Context: an optimization exercise on an open-source flow, tuned for small area, a short achievable clock period and few clock cycles per item. The choices shown serve that exercise and are no tape-out recipe.
Only simulation tests tie the RTL to the original design; equivalence was not proved.

// bc5_block_decoder
module bc5_block_decoder (
    input  wire         clk,
    input  wire         rst,
    input  wire         in_valid,
    output wire         in_ready,
    input  wire [63:0]  in_red,
    input  wire [63:0]  in_green,
    input  wire         in_normal,
    output wire         out_valid,
    input  wire         out_ready,
    output wire [383:0] out_rgb
);
    function [24:0] rne24;
        input [23:0] m;
        input        g;
        input        st;
        begin
            rne24 = {1'b0, m} + {24'd0, g & (st | m[0])};
        end
    endfunction
    function [30:0] f_prod;
        input [7:0] a;
        input [2:0] w;
        reg [2:0]  p;
        reg [7:0]  ar;
        reg [24:0] m0;
        reg [26:0] pp;
        reg [23:0] mt;
        reg        g, st;
        reg [5:0]  e;
        reg [24:0] r;
        integer k;
        begin
            p = 3'd0;
            for (k = 0; k < 8; k = k + 1)
                if (a[k]) p = k[2:0];
            ar = (a << (3'd7 - p)) | (a >> (p + 3'd1));
            m0 = {1'b0, ar, ar, ar} + 25'd1;
  ...
Size in the first run: roughly 18,000 cells after synthesis, ~2,400 flip-flops, about 520 I/O pins, roughly 140,000 um^2 of cells after synthesis.
clock: 16.0 ns
lec_check: 0
abc_area: 1
cap_margin: 40
core_margin: 2
core_utilization: 40
place_density: 0.92
slew_margin: 60
run.sh (not shown) runs the stock make flow with config.mk's settings and CLKGATE_MAP_FILE= SYNTH_SCRIPT=/design/flow/synth_recipe.tcl, a recipe that flattens the netlist after the stock synthesis.
Testbench counts at the start, summed over its fixed seeds: cycles 7,872, items 480.
Change:
Settings changed: PLACE_DENSITY 0.92 to not set.
Hold slack improves by 31 ps.
Wire length is higher by about 0.8%.
Global-route usage increases by 0.41 points.
Final area goes up by 0.79%.
First-iteration DRC count went down by 29%.
Register-to-register slack is better by 550 ps.
Synthesized cell count does not change.
Change:
Settings changed: PLACE_DENSITY set to 0.85.
Effect:
- The changed run went through all stages and came out clean
- sequential share of layout area came out higher by 0.15 points
- final area shrinks by 0.47%
- via count grows by 3.6%
- setup slack loses 640 ps
- critical path depth goes up by 2
Change:
Settings changed: PLACE_DENSITY 0.85 to 0.75.
Effect:
- via count drops by 1.3%
- critical path depth rose by 20
- synthesized area is unchanged
- final cell count barely changes


bc5_block_decoder, a different RTL version from the one above (not shown whole).
Size: roughly 18000 cells after synthesis, roughly 2100 flip-flops, roughly 520 I/O pins, roughly 130000 µm² of cells after synthesis.
export LEC_CHECK = 0
export ABC_AREA = 1
export CAP_MARGIN = 60
export CORE_MARGIN = 2
export CORE_UTILIZATION = 40
export SLEW_MARGIN = 85
create_clock -name core_clock -period 16.0 [get_ports {clk}]
The baseline finished clean.
Testbench counts at the start, summed over its fixed seeds: cycles 7,848, items 480.
Edit:
- CAP_MARGIN: 60 -> 20
- SLEW_MARGIN: 85 -> 20
The changed run completed with no timing, DRC or antenna violations.
Sequential cell count is unchanged.
Core utilization came out lower by 8.5 points.
Global-route usage came out lower by 1.0 points.
Die area stays the same.
First-iteration DRC count came out higher by 7.1%.
Cell count came out lower by 3.6%.
Routed wire length came out lower by 6.0%.
Edit:
- CAP_MARGIN: 20 -> 40
- SLEW_MARGIN: 20 -> 60
Result:
- via count barely changes
- register-to-register slack gains 0.98 ns
- wire length barely changes
- die area stays the same


Another version of the RTL of bc5_block_decoder (not shown whole).
Size: ~20,000 cells after synthesis, about 1,400 flip-flops, about 520 I/O pins, about 140,000 µm² of cells after synthesis.
==> flow/config.mk <==
export PLATFORM = sky130hd
export DESIGN_NAME = bc5_block_decoder
export DESIGN_NICKNAME = bc5_block_decoder
export VERILOG_FILES = /design/flow/design.v
export SDC_FILE = /design/flow/constraint.sdc
export NUM_CORES = 4
export LEC_CHECK = 0
export ABC_AREA = 1
export CAP_MARGIN = 20
export CORE_MARGIN = 2
export CORE_UTILIZATION = 40
export SLEW_MARGIN = 20
==> flow/constraint.sdc <==
create_clock -name core_clock -period 16.0 [get_ports {clk}]
set_input_delay 3.2000 -clock core_clock [delete_from_list [all_inputs] [get_ports {clk}]]
set_output_delay 3.2000 -clock core_clock [all_outputs]
set_load 0.01 [all_outputs]
The baseline went through all stages and came out clean.
Testbench counts at the start, summed over its fixed seeds: cycles 7,784, items 480.
Next try:
- ABC_AREA: 1 -> unset
Effect: Cell count goes down by 14%; wire length goes down by 1.6%; non-clock buffer count goes up by 127; setup slack got worse by 0.57 ns; global-route usage goes down by 0.64 points; die area goes up by 0.30%; sequential share of layout area goes down by 0.28 points; register-to-register slack got worse by 0.57 ns; sequential cell count stays the same.


Another version of the RTL of bc5_block_decoder (not shown whole).
Size: ~18000 cells after synthesis, roughly 2300 flip-flops, about 520 I/O pins, ~0.14 mm^2 of cells after synthesis.
Settings: LEC_CHECK=0, ABC_AREA=1, CAP_MARGIN=40, CORE_MARGIN=2, CORE_UTILIZATION=40, SLEW_MARGIN=60; clock period 16.0 ns.
Testbench counts at the start, summed over its fixed seeds: cycles 7,864, items 480.
Edit:
CAP_MARGIN = 20   (was 40)
Synthesized cell count is unchanged.
Clock skew does not change.
Maximum frequency does not change.
Global-route usage does not change.


== the baseline ==
bc5_block_decoder, a different RTL version from the one above (not shown whole).
For scale: roughly 17,000 cells after synthesis, about 1,700 flip-flops, roughly 520 I/O pins, ~120,000 um^2 of cells after synthesis.
Settings: LEC_CHECK=0, ABC_AREA=1, CAP_MARGIN=20, CORE_MARGIN=2, CORE_UTILIZATION=60, SLEW_MARGIN=20; clock period 16.0 ns.
Testbench counts of the baseline, summed over its fixed seeds: cycles 7,816, items 480.
Here is what was changed in the inputs of the candidate compared with the baseline.
# the baseline
export LEC_CHECK = 0
export ABC_AREA = 1
export CAP_MARGIN = 20
export CORE_MARGIN = 2
export CORE_UTILIZATION = 60
export SLEW_MARGIN = 20
create_clock -name core_clock -period 16.0 [get_ports {clk}]
# the candidate
export LEC_CHECK = 0
export ABC_AREA = 1
export CAP_MARGIN = 20
export CORE_MARGIN = 2
export CORE_UTILIZATION = 40
export SLEW_MARGIN = 20
create_clock -name core_clock -period 16.0 [get_ports {clk}]
- The candidate: done, clean on timing, DRC and antenna
- The higher detailed-router iteration count before antenna repair of the candidate and the baseline is in the candidate.
- In the reports for the candidate and the baseline, the smaller total wire length belongs to the baseline.
- Clock transition at the registers of the reported paths essentially unchanged between the baseline and the candidate.
- Deepest clock path buffer count for the candidate: 1 up relative to the baseline
- Number of buffers inserted during clock tree synthesis (higher): the candidate
- In terms of area of the multi-input gates, the baseline and the candidate differ only marginally.

==> afterwards: timing with drivers on the ports <==
Ports are ideal in the flow. The routed layouts listed here were re-timed in OpenROAD. Step 1: set_driving_cell puts a clkbuf_16 on clk and a buf_2 on each other input, an assumption about the parent block. Step 2 also shifts input and output timing later by t, the mid clock arrival at the registers, as if the neighbouring blocks saw the same clock. Slacks: no drivers / after step 1 / after step 2; pairs: no drivers / after step 1.
run | shift t [ns] | slack for setup (ns) | worst setup path after step 2 | slew at the worst register clock pin (ns)
the first run of note 1 | 1.010 | 9.699 / 9.699 / 8.821 | input to register | 0.08 / 0.08
the second run of note 1 | 0.970 | 10.224 / 10.251 / 9.331 | input to register | 0.07 / 0.07
the third run of note 1 | 1.002 | 9.589 / 9.668 / 8.667 | input to register | 0.07 / 0.07
the fourth run of note 1 | 1.012 | 10.348 / 10.341 / 9.461 | input to register | 0.08 / 0.08
the first run of note 2 | 1.002 | 7.273 / 7.273 / 7.273 | register to register | 0.07 / 0.07
the second run of note 2 | 1.002 | 8.516 / 8.516 / 8.482 | input to register | 0.07 / 0.07
the third run of note 2 | 1.002 | 9.498 / 9.498 / 9.435 | input to register | 0.07 / 0.07
the first run of note 3 | 0.944 | 1.277 / 1.277 / 1.277 | register to register | 0.07 / 0.07
the second run of note 3 | 0.968 | 0.709 / 0.709 / 0.709 | register to register | 0.07 / 0.07
the first run of note 4 | 0.982 | 9.559 / 9.452 / 9.912 | input to register | 0.07 / 0.07
the second run of note 4 | 0.982 | 9.559 / 9.452 / 9.912 | input to register | 0.07 / 0.07
the baseline | 0.941 | 7.408 / 7.408 / 7.408 | register to register | 0.08 / 0.08
the candidate | 0.957 | 7.477 / 7.477 / 7.477 | register to register | 0.07 / 0.07
After both steps setup and hold are still met in every run listed. For the third run of note 1, which loses most, drivers alone change the setup slack by +0.079 ns; drivers and shift together by -0.922 ns.
